Background: an optimization exercise with open tools, aiming at small area, a short achievable clock period and few clock cycles. Do not read the settings as production practice. In this exercise RTL edits were held to simulation tests only and were not proved equivalent to the original.

Design zmc_profile, start of the top module:
module zmc_profile #(
    parameter PPR = 2000    
) (
    input             clk,
    input             rst,
    input             in_valid,
    output            in_ready,
    input             in_op,
    input      [31:0] in_now,
    input      [15:0] in_start,
    input      [15:0] in_target,
    input      [15:0] in_time,
    input      [15:0] in_tad,
    output reg        out_valid,
    output     [15:0] pos_sp,
    output reg [1:0]  status
);
For scale: ~6000 cells after synthesis, roughly 990 flip-flops, about 120 I/O pins, ~66000 sq um of cells after synthesis.
clock: 22.0 ns
lec_check: 0
cap_margin: 60
core_margin: 2
core_utilization: 55
place_density: 0.7
slew_margin: 60
standard.sh (not shown) runs the stock make flow with config.mk's settings and CLKGATE_MAP_FILE= SYNTH_SCRIPT=/design/flow/synth_recipe.tcl, a recipe that flattens the netlist after the stock synthesis.
==> flow/flow/run.sh <==
#!/bin/bash
# The standard layout, with the port buffers made from buf_2 cells instead of
# the default choice (a delay buffer).
set -o pipefail
export BUFFER_PORTS_ARGS="-buffer_cell sky130_fd_sc_hd__buf_2"
bash standard.sh > standard.log 2>&1
Testbench counts at the start, summed over its fixed seeds: cycles 12,168.
Edit:
--- a/flow/design.v
+++ b/flow/design.v
@@ -1910,16 +1910,15 @@
 );
     localparam K_MOV = 3'b000, K_DEC = 3'b010, K_DRV = 3'b100;
     localparam K_CMP = 3'b011, K_REJ = 3'b001, K_IDL = 3'b101;
     localparam integer F = 11;
     reg         rdy_q, nrdy;
     assign in_ready = rdy_q;
     wire        acc = in_valid && !nrdy;
-    reg         v0, op0, rj_lt, rj_eq, rj_le;
-    wire [16:0] in_2a = {in_tad, 1'b0};
+    reg         v0, op0, rej0;
     reg  [31:0] now0;                 
     wire [15:0] tgt0 = now0[31:16];
     wire [10:0] st0  = now0[10:0];
     reg         active, cb;
     reg  [31:0] t0;
     reg  [15:0] pT, pTmA;
     reg  [15:0] pA16;                 
@@ -1934,15 +1933,15 @@
     wire [F:1]  drv;
     genvar g;
     generate
         for (g = 1; g <= F; g = g + 1) begin : g_drv
             assign drv[g] = kd[g][2] && !kd[g][0];
         end
     endgenerate
-    wire        rej   = rj_lt || (rj_eq && rj_le);
+    wire        rej   = rej0;       
     wire [32:0] tf    = {1'b0, now0} - {1'b0, t0};
     wire [31:0] t     = tf[31:0];
     wire [15:0] t16   = t[15:0];
     wire [33:0] y3    = {2'b00, now0} - {2'b00, t0} - {18'd0, pT};
     wire        fin   = tf[32] ? (!y3[33] || y3[32]) : !y3[33];
     wire        ph_a  = (t16 < {1'b0, pA});
     wire        ph_d  = (t16 > pTmA);
@@ -2134,17 +2133,15 @@
     reg  [10:0] pos_q;
     assign pos_sp = {5'd0, pos_q};
     wire dfl_next = (adv0 && dnr0) || |(vv[F-3:1] & drv[F-3:1]);
     integer k;
     always @(posedge clk) begin
         if (!nrdy) begin
             op0  <= in_op;
-            rj_lt <= ({1'b0, in_time[15:8]} < in_2a[16:8]);
-            rj_eq <= ({1'b0, in_time[15:8]} == in_2a[16:8]);
-            rj_le <= (in_time[7:0] <= in_2a[7:0]);
+            rej0 <= ({1'b0, in_time} <= {in_tad, 1'b0});
             now0 <= in_op ? {in_target, 5'd0, in_start[10:0]} : in_now;
         end
         if (acc && in_op) begin
             t0   <= in_now;
             pT   <= in_time;
             pA16 <= in_tad;
         end
Design area shrinks by 0.32%.
Worst setup slack got worse by 0.15 ns.
Flip-flop and latch count shrinks by 2.
Non-clock buffer count shrinks by 8.
Die area barely changes.
Clock-buffer cell count grows by 23.
Core utilization grows by 0.36 points.
Wire length shrinks by 4.8%.
Testbench counts after the change, summed over its fixed seeds: cycles 12,168.

--- another note on this design; it stands on its own ---

raven:
// zmc_profile
module zmc_profile #(
    parameter PPR = 2000    
) (
    input             clk,
    input             rst,
    input             in_valid,
    output            in_ready,
    input             in_op,
    input      [31:0] in_now,
    input      [15:0] in_start,
    input      [15:0] in_target,
    input      [15:0] in_time,
    input      [15:0] in_tad,
    output reg        out_valid,
    output     [15:0] pos_sp,
    output reg [1:0]  status
);
    localparam K_MOV = 3'b000, K_DEC = 3'b010, K_DRV = 3'b100;
    localparam K_CMP = 3'b011, K_REJ = 3'b001, K_IDL = 3'b101;
    localparam integer F = 11;
    reg         rdy_q, nrdy;
    assign in_ready = rdy_q;
    wire        acc = in_valid && !nrdy;
    reg         v0, op0, rj_lt, rj_eq, rj_le;
    wire [16:0] in_2a = {in_tad, 1'b0};
    reg  [31:0] now0;                 
    wire [15:0] tgt0 = now0[31:16];
    wire [10:0] st0  = now0[10:0];
    reg         active, cb;
    reg  [31:0] t0;
    reg  [15:0] pT, pTmA;
    reg  [15:0] pA16;                 
    wire [14:0] pA = pA16[14:0];
    reg  [10:0] pStartN, pEN;         
    reg  [10:0] pStart, pE;
    reg  [5:0]  pBn, pBo, pBt;        
    reg  [29:0] dn0, dn1;             
    reg  [4:0]  lz0, lz1;
    reg  [F:1]  vv, bk, bkn;
    reg  [2:0]  kd [1:F];
    wire [F:1]  drv;
    genvar g;
    generate
        for (g = 1; g <= F; g = g + 1) begin : g_drv
            assign drv[g] = kd[g][2] && !kd[g][0];
        end
    endgenerate
    wire        rej   = rj_lt || (rj_eq && rj_le);
    wire [32:0] tf    = {1'b0, now0} - {1'b0, t0};
  ...
clock: 22.0 ns
lec_check: 0
cap_margin: 60
core_margin: 2
core_utilization: 55
place_density: 0.8
slew_margin: 60
standard.sh (not shown) runs the stock make flow with config.mk's settings and CLKGATE_MAP_FILE= SYNTH_SCRIPT=/design/flow/synth_recipe.tcl, a recipe that flattens the netlist after the stock synthesis.
==> flow/flow/run.sh <==
#!/bin/bash
# The standard layout, with the port buffers made from buf_2 cells instead of
# the default choice (a delay buffer).
set -o pipefail
export BUFFER_PORTS_ARGS="-buffer_cell sky130_fd_sc_hd__buf_2"
bash standard.sh > standard.log 2>&1
raven closes out successfully: all stages finished, all timing, DRC and antenna checks passed.
Testbench counts of raven, summed over its fixed seeds: cycles 12,168.
Edits applied to the flow inputs when going from raven to lagoon:
- CAP_MARGIN now 40, was 60
- SLEW_MARGIN now 40, was 60
- PLACE_DENSITY now 0.7, was 0.8
[summary]
Re met3 track demand over resource: raven and lagoon aren't equal, and the higher value belongs to lagoon. lagoon packs its core more loosely than raven. Of lagoon and raven, it is lagoon that has the higher ratio of final minimum period to clock period. Global routing usage summed across all routing layers | lagoon above raven. lagoon falls short of raven in clock skew. Diff raven and lagoon: count of cell instances traversed by the critical path lower in raven.

[what the ideal ports hide]
How much do the figures lean on ideal ports? The routed layouts below were timed once more, with nothing changed but the port constraints. Step 1 (the two cells are an assumption about what drives the block):
set clk [get_ports {clk}]
set_driving_cell -lib_cell sky130_fd_sc_hd__clkbuf_16 $clk
set_driving_cell -lib_cell sky130_fd_sc_hd__buf_2 [delete_from_list [all_inputs] $clk]
Step 2 also shifts input and output timing later by t, the mid clock arrival at the registers, as if the neighbouring blocks saw the same clock. Three values: ideal, step 1, step 2; two values: the first two.
run	shift t [ns]	setup slack, ns	hold slack, ns	latest minus earliest clock arrival (ns)
the first run of note 1	0.770	16.347 / 16.270 / 15.801	0.319 / 0.319 / 0.319	0.047 / 0.047
the second run of note 1	0.748	16.201 / 16.252 / 15.505	0.323 / 0.323 / 0.323	0.049 / 0.049
raven	0.772	16.348 / 16.272 / 15.727	0.318 / 0.318 / 0.318	0.061 / 0.061
lagoon	0.770	16.185 / 16.185 / 15.637	0.324 / 0.324 / 0.324	0.063 / 0.062
After both steps every run listed still meets setup and hold. The setup slack of the second run of note 1, which loses most, moves by +0.051 ns with the drivers and by -0.696 ns with both steps.
